Context: an optimization exercise on an open-source flow, tuned for small area. The choices shown serve that exercise and are no tape-out recipe.
Only simulation tests tie the RTL to the original design; equivalence was not proved.
Power is estimated from default activity; no workload was simulated.

$ cat design.v
module somfy_remote (
    input  wire        CLK,
    input  wire        RST_N,
    input  wire        CFG_RESET_ON_START,
    input  wire        REQ_VALID,
    input  wire [7:0]  REQ_LEN,
    input  wire [7:0]  REQ_DATA,
    input  wire [2:0]  REQ_SEL,
    output wire        REQ_READY,
    output wire [1:0]  MODE,
    output wire        BUSY,
    output wire        ONLINE,
    output wire        OUT_VALID,
    output wire [1:0]  OUT_KIND,
    output wire [2:0]  OUT_CODE,
    output wire [3:0]  OUT_BTN,
    output wire [23:0] OUT_IDENT,
    output wire [7:0]  OUT_CHAR,
    output wire        ACK_VALID,
    output wire [23:0] ACK_IDENT,
    output wire [7:0]  ACK_CHAR,
    output wire [2:0]  NVM_ADDR,
    output wire        NVM_RE,
    output wire        NVM_WE,
    output wire [32:0] NVM_WDATA,
    input  wire [32:0] NVM_RDATA,
    input  wire        NVM_DONE,
    input  wire        NVM_OK,
    output wire        RADIO_TX_REQ,
    input  wire        RADIO_TX_OK,
    output wire        RADIO_STBY_REQ,
    input  wire        RADIO_READY,
    output wire        LINE
);
    localparam [3:0] S_ILOAD = 4'd0,    
                     S_IDLE  = 4'd1,
                     S_READ  = 4'd2,
                     S_WRITE = 4'd3,    
                     S_TXON  = 4'd4,
                     S_WH    = 4'd5,
                     S_WL    = 4'd6,
                     S_HWS   = 4'd7,
                     S_SWSH  = 4'd8,
                     S_SWSL  = 4'd9,
                     S_DATA  = 4'd10,
                     S_SIL   = 4'd11,
                     S_OFF   = 4'd12,
                     S_FIN   = 4'd13;
    reg [3:0]  st;
    reg        serving;      
    reg        failed;       
    reg        ovalid;
    reg [2:0]  code;         
    reg [1:0]  dev;          
    reg [7:0]  rdata;        
    reg [31:0] ctr;
    reg [16:0] tmr;
    reg [6:0]  k;            
    reg [1:0]  txk;
    wire acc = (code == 3'd0);
    reg [23:0] ident;
    always @(*) begin
        case (dev)
            2'd0: ident = 24'h184623;
            2'd1: ident = 24'hA5C3F0;
            2'd2: ident = 24'h000000;
            default: ident = 24'h7E0913;
        endcase
    end
    wire init = (st == S_ILOAD);
    wire d_hi  = init ? dev[1] : (dev == 2'd2);
    wire d_mid = init ? (dev != 2'd0) : (dev[1] ^ dev[0]);
    wire d_b0  = init ? (dev == 2'd3) : (dev != 2'd3);
    wire [31:0] dflt = {{16{d_hi}}, {15{d_mid}}, d_b0};
    wire [3:0] btn = {~rdata[2] & ~rdata[1], rdata[2] & ~rdata[0],
                      rdata[2] & rdata[0], rdata[1]};
    wire [2:0] fi = k[6:4];
    wire [2:0] fj = ~k[3:1];
    wire [1:0] j2 = fj[1:0];
    wire nhh = ctr[12 + j2];
    wire nhl = ctr[8 + j2];
    wire nlh = ctr[4 + j2];
    wire nll = ctr[j2];
    wire chi = fj[2] ? nhh : nhl;
    wire clo = fj[2] ? nlh : nll;
    reg [3:0] idn;
    always @(*) begin
        case (dev)
            2'd0: idn = 4'hA;
            2'd1: idn = 4'hF;
            2'd2: idn = 4'h0;
            default: idn = 4'h2;
        endcase
    end
    wire [3:0] cks_c = 4'hD ^ btn ^ idn;
    wire cksj = cks_c[j2] ^ nhh ^ nhl ^ nlh ^ nll;
    wire p1j = fj[2] ? btn[j2] : cksj;
    wire [7:0] a7 = 8'hA7;
    wire [7:0] id2 = ident[23:16];
    wire [7:0] id1 = ident[15:8];
    wire [7:0] id0 = ident[7:0];
    wire fbit = a7[fj] ^ ((fi >= 3'd1) & p1j) ^ ((fi >= 3'd2) & chi) ^
                ((fi >= 3'd3) & clo) ^ ((fi >= 3'd4) & id2[fj]) ^
                ((fi >= 3'd5) & id1[fj]) ^ ((fi >= 3'd6) & id0[fj]);
    wire idle = (st == S_IDLE);
    assign REQ_READY      = idle;
    assign BUSY           = ~idle;
    assign MODE           = {failed, serving};
    assign ONLINE         = serving;
    assign OUT_VALID      = ovalid;
    assign OUT_CODE       = code;
    assign OUT_KIND       = {|code, acc | code[2] | (code[1] & code[0])};
    assign OUT_BTN        = acc ? btn : 4'h0;
    assign OUT_IDENT      = acc ? ident : 24'h0;
    assign OUT_CHAR       = rdata;
    assign ACK_VALID      = (st == S_FIN) & acc;
    assign ACK_IDENT      = OUT_IDENT;
    assign ACK_CHAR       = rdata;
    assign NVM_ADDR       = {dev[1], ~dev[0], dev[1] & ~dev[0]};
    assign NVM_RE         = (st == S_READ);
    assign NVM_WE         = (st == S_WRITE);
    assign NVM_WDATA      = {1'b1, ctr + 32'd1};
    assign RADIO_TX_REQ   = (st == S_TXON);
    assign RADIO_STBY_REQ = (st == S_OFF);
    assign LINE           = (st == S_WH) | (st == S_SWSH) |
                            ((st == S_HWS) & ~k[2]) |
                            ((st == S_DATA) & ~(fbit ^ k[0]));
    wire tdone = &tmr;
    wire [16:0] tstep = {tmr[15:0], tmr[16] ^ tmr[13]};
    wire kend  = (k == 7'd127) | ((st == S_DATA) & (k == 7'd111));
    wire len1  = (REQ_LEN == 8'd1);
    wire cmdok = len1 & ((REQ_DATA == 8'h75) | (REQ_DATA == 8'h73) |
                         (REQ_DATA == 8'h64) | (REQ_DATA == 8'h70));
    always @(posedge CLK) begin
        tmr <= tstep;
        if (!RST_N) begin
            st      <= S_ILOAD;
            serving <= 1'b0;
            failed  <= 1'b0;
            ovalid  <= 1'b0;
            dev     <= 2'd0;
        end else begin
            case (st)
                S_ILOAD: begin
                    ctr <= dflt;
                    if (CFG_RESET_ON_START) begin
                        st <= S_WRITE;
                    end else begin
                        serving <= 1'b1;
                        st <= S_IDLE;
                    end
                end
                S_IDLE: begin
                    if (REQ_VALID) begin
                        rdata  <= len1 ? REQ_DATA : 8'h00;
                        dev    <= REQ_SEL[1:0];
                        ovalid <= 1'b0;
                        if (!cmdok)            code <= 3'd1;
                        else if (REQ_SEL[2])   code <= 3'd2;
                        else if (failed)       code <= 3'd3;
                        else if (!RADIO_READY) code <= 3'd4;
                        else                   code <= 3'd0;
                        st <= (cmdok & ~REQ_SEL[2] & ~failed & RADIO_READY) ? S_READ : S_FIN;
                    end
                end
                S_READ: begin
                    if (NVM_DONE) begin
                        ctr <= NVM_RDATA[32] ? NVM_RDATA[31:0] : dflt;
                        st  <= S_WRITE;
                    end
                end
                S_WRITE: begin
                    if (NVM_DONE) begin
                        if (!serving && !failed) begin
                            if (!NVM_OK) begin
                                failed <= 1'b1;
                                st <= S_IDLE;
                            end else if (dev == 2'd3) begin
                                serving <= 1'b1;
                                st <= S_IDLE;
                            end else begin
                                dev <= dev + 2'd1;
                                st <= S_ILOAD;
                            end
                        end else if (NVM_OK) begin
                            txk <= 2'd0;
                            st  <= S_TXON;
                        end else begin
                            code <= 3'd3;
                            st   <= S_FIN;
                        end
                    end
                end
                S_TXON: begin
                    if (!RADIO_TX_OK) begin
                        code <= 3'd4;
                        st   <= S_OFF;
                    end else if (txk == 2'd0) begin
                        tmr <= 17'h10355;
                        st  <= S_WH;
                    end else begin
                        tmr <= 17'h0C95C;
                        k   <= 7'd72;
                        st  <= S_HWS;
                    end
                end
                S_OFF: begin
                    txk <= txk + 2'd1;
                    st  <= (!acc || txk == 2'd2) ? S_FIN : S_TXON;
                end
                S_FIN: begin
                    ovalid <= 1'b1;
                    st     <= S_IDLE;
                end
                default: begin
                    if (tdone) begin
                        case (st)
                            S_WH: begin
                                tmr <= 17'h0B751;
                                st  <= S_WL;
                            end
                            S_WL: begin
                                tmr <= 17'h0C95C;
                                k   <= 7'd112;
                                st  <= S_HWS;
                            end
                            S_HWS, S_DATA: begin
                                k <= k + 7'd1;
                                if (kend) begin
                                    tmr <= (st == S_HWS) ? 17'h118C1 : 17'h0B3E9;
                                    st  <= (st == S_HWS) ? S_SWSH : S_SIL;
                                end else begin
                                    tmr <= 17'h0C95C;
                                end
                            end
                            S_SWSH: begin
                                tmr <= 17'h0C95C;
                                st  <= S_SWSL;
                            end
                            S_SWSL: begin
                                tmr <= 17'h0C95C;
                                st  <= S_DATA;
                            end
                            default: begin    
                                st <= S_OFF;
                            end
                        endcase
                    end
                end
            endcase
        end
    end
endmodule
$ cat flow/run.sh
#!/bin/bash
set -euo pipefail
bash standard.sh \
  "BUFFER_PORTS_ARGS=-buffer_cell sky130_fd_sc_hd__buf_1" \
  "CTS_ARGS=-sink_clustering_enable -repair_clock_nets -dont_use_dummy_load -buf_list {sky130_fd_sc_hd__clkbuf_4 sky130_fd_sc_hd__clkbuf_8} -sink_clustering_size 10" \
  finish > standard_flow.log 2>&1
$ cat standard.sh
#!/bin/bash
# synth_recipe.tcl (not shown) runs the flow's synth.tcl, then flattens the netlist and writes it again
# the make line also repeats each setting of config.mk as NAME=value (left out here)
make -C /OpenROAD-flow-scripts/flow DESIGN_CONFIG=/design/flow/config.mk WORK_HOME=/design/flow/orfs CLKGATE_MAP_FILE= SYNTH_SCRIPT=/design/flow/synth_recipe.tcl "${@:-finish}"
$ cat config.mk
export PLATFORM = sky130hd
export DESIGN_NAME = somfy_remote
export DESIGN_NICKNAME = somfy_remote
export VERILOG_FILES = /design/flow/design.v
export SDC_FILE = /design/flow/constraint.sdc
export NUM_CORES = 4
export LEC_CHECK = 0
export CAP_MARGIN = 20
export CORE_MARGIN = 2
export CORE_UTILIZATION = 60
export SLEW_MARGIN = 20
$ cat constraint.sdc
create_clock -name core_clock -period 10.0 [get_ports {CLK}]
set_input_delay 2.0000 -clock core_clock [delete_from_list [all_inputs] [get_ports {CLK}]]
set_output_delay 2.0000 -clock core_clock [all_outputs]
set_load 0.01 [all_outputs]
==> summary.txt, run 1 <==
Final layout
  – Final nets: 810
  – Layout area overhead: 7.70%
  – Antenna diode count: 0
  – Layout cells sized above 1: 3.52%
  – Final Instance Count excl. Fillers: 850

STA
  – Clk_skew: 24.9 ps
  – Crit path time final: 5230 ps
  – Final Hold Viols: 0
  – Worst slew margin: a little over a third
  – Slew Viols, Final: 0
  – Worst-margin pin slew: 971 ps
  – Final period util: between 50% and 60%
  – # setup viols final: 0
  – RSZ-0062 raised after global routing: false
  – Setup_tns: 0 ps
  – Fmax: 191 MHz

Route
  – Via-to-Cell Ratio: 5.71
  – WL final: 12900 µm
  – Pre-Repair DR Iteration Count: 5
  – DRC: 0
  – Initial DRC count: around 240
  – Detailed-route via count: approximately 4900
  – Post-route ant nets: 0
  – Routed WL per cell: 15.1 µm

Job
  – Max cap viols: 0

Place
  – Count of input and output buffers: ~170
  – Placed cells: roughly 840
  – Detailed Place HPWL: 9520 µm
  – Routability cong.: 0.900

Clocking
  – Clk slew on worst S/H paths: 90 ps
  – Post-CTS Setup Bufs: 0
  – TritonCTS buffer count: 9
  – TritonCTS clock tree: built
  – Sink Count: 78
  – Root buf cell: clkbuf_8
  – H-tree depth: 3
  – Post-CTS Resized: 0
  – Worst-Skew Late Latency: 360 ps
  – Clk buf depth: 2
  – Hold-fix buffers at CTS: 0

Power
  – PD cells: 258 mW/mm²
  – Pleak: 0.00227 µW
  – Worst vdd ir: 0.143 mV

Logic synthesis
  – Ys flop type: edfxtp_1
  – Post-synth EDFFs: 52
  – Post-synth top area share: 28.2%
  – Synth Register Bits: 78
  – Post-synth top cells: nand2_1 (62), nor2_1 (59), buf_4 (54)
  – Sequential-to-total area share from yosys stat: 37.6%
  – FFs w/ async S/R, synth: 0%
  – Synthesized area: 0.00554 mm²
  – Syn avg cell area: a little under 9 µm²
  – Gate count after technology mapping: 630
  – Yosys top cell by area: edfxtp_1
  – Number of distinct library cells after synthesis: a little over 60
  – Ranking of synthesized cells by area: edfxtp_1 (28%), dfxtp_1 (9.4%), buf_4 (7.3%), xnor2_1 (5.2%), nand2_1 (4.2%)
  – Top-count cell post-synth: nand2_1
  – Ys Warns: 1

Worst setup path
  – Crit end category: primary output
  – Critical Path Start Type: flip-flop
  – CP arrival: about 3200 ps
  – Critical path peak fanout: 18
  – Worst EP required: 8000 ps
  – Crit path kind: reg2out

Floorplan
  – FP Rows: 35
  – Die W: approximately 100 µm
  – # IOs: 181
  – Die H: ~100 µm
  – Core area: 0.00911 mm²
  – Initial core utilization: between 60% and 70%
  – Die Area: ~0.010 mm²

Run status
  – Result of the run: complete, no violations

Global route
  – Global-route wire length before repair: 20500 µm
  – Congestion Overflow GR: 0
  – Initial antenna violation count: 0
  – GRT Util Overall: between 20% and 30%
  – Pin count of the biggest net entering global routing: 33
  – Vias in the first global route: ~4200

Worst hold path
  – Hold WC Path Type: reg2reg
[cells in the final DEF (no fill, tap or decap), drive strengths merged, types with 3 or more instances in the layout]
cell type / n
nor2: 60
xor2: 18
nand3: 33
a21o: 22
xnor2: 33
nor4: 3
clkbuf: 9
nand2b: 9
conb: 9
nor3: 8
mux4: 6
nor2b: 3
o21a: 17
dfxtp: 26
nand4: 11
a31oi: 5
a211oi: 3
o211ai: 5
buf: 173
a22o: 3
clkinv: 3
o21ai: 41
mux2i: 5
edfxtp: 52
inv: 18
nand2: 62
and4: 3
and3: 11
ha: 9
a21oi: 29
and2: 21
[metrics by stage]
step	util [%]	setup slack, ps	hold slack (ps)	total power, µW	area (µm²)
6_report	65.5	4770	436	1540	5970
4_1_cts	65.5	4750	445	1540	5960
2_1_floorplan	-	5600	411	1160	5570
3_3_place_gp	64.1	5170	418	1340	5840
3_5_place_dp	64.1	5130	430	1360	5840
5_1_grt	65.5	4570	460	1650	5970
[per-layer routing]
layer  up-vias  share of wire (%)  global-route usage (%)
met3        18                7.7                    5.36
met4         0                1.4                    7.69
met1      2240                 45                    35.8
li1       2380                  -                       -
met2       213                 46                    40.1
met5         -                  0                       0
[worst paths after layout]
path                        end               start  cells past startpoint  slack [ps]
max                        LINE  k[1]$_SDFFCE_PP0P_                      8        4770
min             tmr[12]$_DFF_P_     tmr[11]$_DFF_P_                      2         440
max reg2reg  st[0]$_SDFFE_PN0P_  k[1]$_SDFFCE_PP0P_                      9        7210
min reg2reg     tmr[12]$_DFF_P_     tmr[11]$_DFF_P_                      2         440
[cells by family after synthesis]
logic type	share of synthesized area, %
AOI/OAI and AO/OA	17.0
xor gates and xnor gates	8.61
adders and majority gates	2.03
buffers and inverters	10.9
DFF	37.6
muxes	3.89
other	0.136
and+or+nand+nor	19.9
[worst max-delay path, cell delays in order (launching register included)]
cell      delay, ps
edfxtp_1        750
mux4_2          610
mux2_4          290
o21ai_4          70
xor2_2          170
xnor3_1         330
xnor2_1         170
a221o_1         360
buf_1           140
[layout make-up]
| class | instances | area, µm² |
|---|---|---|
| Fill cell | 800 | 3140 |
| Sequential cell | 78 | 2080 |
| Timing Repair Buffer | 173 | 657 |
| Clock buffer | 9 | 124 |
| Inverter | 21 | 78.8 |
| Tap cell | 111 | 139 |
| Multi-Input combinational cell | 458 | 2890 |
[sequential cells by signal, indices dropped and copies added (netlist names)]
signal,flops
serving,1
dev,2
st,4
txk,2
tmr,17
ovalid,1
k,7
code,3
ctr,32
failed,1
rdata,8
[power breakdown]
| part | total (µW) | internal [µW] | switching, µW |
|---|---|---|---|
| Clock | 184 | 80.5 | 103 |
| Sequential | 631 | 503 | 128 |
| Combinational | 722 | 313 | 409 |
| Total | 1540 | 897 | 640 |
==> run 2: changes to the inputs <==
==> run.sh (new file) <==
#!/bin/bash
# synth_recipe.tcl (not shown) runs the flow's synth.tcl, then flattens the netlist and writes it again
# the make line also repeats each setting of config.mk as NAME=value (left out here)
make -C /OpenROAD-flow-scripts/flow DESIGN_CONFIG=/design/flow/config.mk WORK_HOME=/design/flow/orfs CLKGATE_MAP_FILE= SYNTH_SCRIPT=/design/flow/synth_recipe.tcl finish
--- a/config.mk
+++ b/config.mk
@@ -7,5 +7,5 @@
 export LEC_CHECK = 0
 export CAP_MARGIN = 20
 export CORE_MARGIN = 2
-export CORE_UTILIZATION = 60
+export CORE_UTILIZATION = 40
 export SLEW_MARGIN = 20
removed: flow/run.sh
removed: standard.sh
==> summary.txt, run 2 <==
Run status
  – Result of the run: complete, no violations

Route
  – Initial DRC count: around 260
  – Pre-Repair DR Iteration Count: 7
  – Routed WL per cell: 16.3 µm
  – Via-to-Cell Ratio: 5.27
  – DRC: 0
  – WL final: 15100 µm
  – Post-route ant nets: 0
  – Detailed-route via count: 4875

Power
  – Sw power: 695 µW
  – Total design power: 1850 µW
  – Pleak: 0.00280 µW
  – Sw Ratio: 37.6%
  – PD cells: 253 mW/mm²
  – Clk network pwr share: 18.0%
  – Pint: 1150 µW
  – Worst vdd ir: roughly 0.14 mV
  – Combinational share of power: between 40% and 50%
  – Seq pwr share: 32.9%

Logic synthesis
  – Ranking of synthesized cells by area: edfxtp_1 (28%), dfxtp_1 (9.4%), buf_4 (7.3%), xnor2_1 (5.2%), nand2_1 (4.2%)
  – Number of distinct library cells after synthesis: 62
  – Post-synth top cells: nand2_1 (62), nor2_1 (59), buf_4 (54)
  – Yosys top cell by area: edfxtp_1
  – Top-count cell post-synth: nand2_1
  – Ys flop type: edfxtp_1
  – FFs w/ async S/R, synth: 0%
  – Ys Warns: 1
  – Sequential-to-total area share from yosys stat: 37.6%
  – Syn avg cell area: just under 9 µm²
  – Post-synth top area share: 28.2%
  – Synth Register Bits: 78
  – Post-synth EDFFs: 52
  – Synthesized area: 0.00554 mm²
  – Gate count after technology mapping: 630

Worst setup path
  – Worst setup startpoint: k[1]$_SDFFCE_PP0P_
  – RR Endpoint: st[0]$_SDFFE_PN0P_
  – Critical path peak fanout: 18
  – CP cell instances: mux4_2 > mux2_4 > o21ai_4 > xor2_2 > xnor3_1 > xnor2_1 > a221o_1 > clkdlybuf4s50_1
  – CP top delay family: multiplexers
  – Reg2reg setup slack: between 7000 and 8000 ps
  – Crit path kind: reg2out
  – Worst r2r path cells: 9
  – CP max stage delay: 750 ps
  – CP arrival: 3630 ps
  – Reg2reg start: k[1]$_SDFFCE_PP0P_
  – Crit end category: primary output
  – CP max stage cell: edfxtp_1
  – Critical path buffers and inverters: 1
  – CP Depth: 8
  – Worst Setup EP: LINE
  – Worst EP required: about 8000 ps
  – Critical Path Start Type: flip-flop

Global route
  – Pin count of the biggest net entering global routing: 33
  – GRT Util Overall: 20.7%
  – Initial antenna violation count: 0
  – Congestion Overflow GR: 0
  – Vias in the first global route: 4621
  – Global-route wire length before repair: 24200 µm

Clocking
  – H-tree depth: 3
  – Worst-Skew Late Latency: 350 ps
  – TritonCTS clock tree: built
  – Post-CTS Resized: 0
  – Hold-fix buffers at CTS: 0
  – Sink Count: 78
  – Clk buf depth: 2
  – TritonCTS buffer count: 9
  – Clk slew on worst S/H paths: 60 ps
  – Post-CTS Setup Bufs: 0
  – Root buf cell: clkbuf_16

Final layout
  – Layout cells sized above 1: about 4.7%
  – Most common cell after layout, fill and taps aside: clkdlybuf4s50_1
  – Layout area overhead: 32.0%
  – Final nets: ~800
  – Antenna diode count: 0
  – Final Instance Count excl. Fillers: approximately 930
  – Largest reg by FF count: ctr
  – Biggest regs: ctr x32, tmr x17, rdata x8
  – Multi-input combinational cell area: 0.00288 mm²
  – Fill cells: around 1200
  – Register cell area after layout: 0.00208 mm²
  – Max reg flops: 32
  – Commonest non-fill, non-tap cells in the layout: clkdlybuf4s50_1 (171), nand2_1 (62), nor2_1 (59)
  – Final core occ: 54.6%

STA
  – Clk_skew: slightly below 7 ps
  – # setup viols final: 0
  – Worst slew margin: 48.1%
  – Setup_tns: 0 ps
  – Setup ws final: 4370 ps
  – Worst-margin pin slew: 777 ps
  – RSZ-0062 raised after global routing: false
  – Final Hold Viols: 0
  – Final period util: 56.3%
  – Slew Viols, Final: 0
  – Fmax: 178 MHz
  – Crit path time final: 5630 ps

Place
  – Detailed Place HPWL: 11400 µm
  – Placed cells: 909
  – Count of input and output buffers: 171
  – Routability cong.: 0.867
  – Dpl ws: between 4000 and 5000 ps

Floorplan
  – Initial core utilization: 41.3%
  – FP Rows: 42
  – # IOs: ~180
  – Die Area: 0.0148 mm²
  – Die W: around 120 µm
  – Die H: 122 µm
  – Core area: 0.0134 mm²

Worst hold path
  – Hold WC Path Type: reg2reg

Job
  – Max cap viols: 0
-- run 2: changes by cell type in the layout (fill, tap and decap cells not counted), moves of 2 or more --
cell             before  now
buf_4                 2    5
clkdlybuf4s50_1       0  171
buf_1               171    0
clkinv_4              0    2
clkbuf_16             0    9
clkbuf_8              9    0
-- run 2: cell families after synthesis --
kind of cell | Yosys count | share of synthesized area [%]
and+or+nand+nor | 230 | 19.9
AOI/OAI and AO/OA | 145 | 17.0
buffers and inverters | 101 | 10.9
DFF | 78 | 37.6
xor gates and xnor gates | 52 | 8.61
muxes | 13 | 3.89
adders and majority gates | 9 | 2.03
other | 2 | 0.136
-- run 2: power by group through the flow --
| stage | registers, µW | logic [µW] | clock network (µW) |
|---|---|---|---|
| after CTS | 606 | 911 | 341 |
| after global routing | 625 | 994 | 354 |
| after global placement | 609 | 898 | 0 |
| after detailed placement | 613 | 904 | 0 |
| after floorplan | 582 | 583 | 0 |
| final | 608 | 907 | 333 |
-- run 2: cell type report --
cell class                 count  share of cell area (%)
clock inverter                 7                    1.01
timing repair buffer         176                    23.9
inverter                      21                    1.08
clock buffer                   9                    3.08
multi-input combinational    458                    39.4
tap                          176                    3.01
sequential                    78                    28.5
-- run 2: stage by stage --
stage	instance area, µm²	hold WS, ps
final	7310	443
after global routing	7310	455
after CTS	7310	447
after detailed placement	7010	430
after global placement	7000	424
after floorplan	5570	411
-- run 2: how the worst min path moves through the flow --
stage                          from               to  slack (ps)  cells past startpoint
CTS                 tmr[11]$_DFF_P_  tmr[12]$_DFF_P_         450                      2
global route         tmr[5]$_DFF_P_   tmr[6]$_DFF_P_         460                      1
global placement     tmr[5]$_DFF_P_   tmr[6]$_DFF_P_         420                      1
detailed placement   tmr[5]$_DFF_P_   tmr[6]$_DFF_P_         430                      1
finish               tmr[5]$_DFF_P_   tmr[6]$_DFF_P_         440                      1
floorplan            tmr[5]$_DFF_P_   tmr[6]$_DFF_P_         410                      1
-- run 2: metal layers --
| layer | GRT usage (%) | routed length (µm) | share of wire (%) | up-vias |
|---|---|---|---|---|
| met5 | 0 | 0 | 0 | - |
| met4 | 5.32 | 247 | 1.6 | 0 |
| met3 | 5.01 | 992 | 6.6 | 21 |
| met2 | 33.7 | 7130 | 47 | 175 |
| met1 | 27.6 | 6700 | 44 | 2286 |
| li1 | - | - | - | 2393 |
-- run 2: worst register-to-register path, stage by stage, from the launching register on --
cell      delay, ps
edfxtp_1        750
ha_1            310
and3_1          260
and3_1          280
nor2_1           70
a31oi_1         130
o21ai_0         100
a21oi_1         460
nor4bb_1        280
nor3_1           70

==> what the ideal ports hide <==
Ports are ideal in the flow. The routed layouts listed here were re-timed in OpenROAD. Step 1, drivers: a clkbuf_16 drives CLK and a buf_2 each remaining input, both assumed. Step 2 moves the port delays by t, midway between the first and last clock arrival at a register: inputs arrive t later, outputs are due t later. That takes back most of the time a late clock gives input paths. a / b / c = ideal / step 1 / step 2; a / b = the first two.
| run | t (ns) | setup slack, ns | hold slack, ns | pins driven straight from the clock port |
|---|---|---|---|---|
| run 1 | 0.377 | 4.768 / 4.735 / 5.112 | 0.436 / 0.436 / 0.436 | 1 |
| run 2 | 0.384 | 4.371 / 4.331 / 4.715 | 0.443 / 0.443 / 0.443 | 1 |
After both steps setup and hold are still met in every run listed.
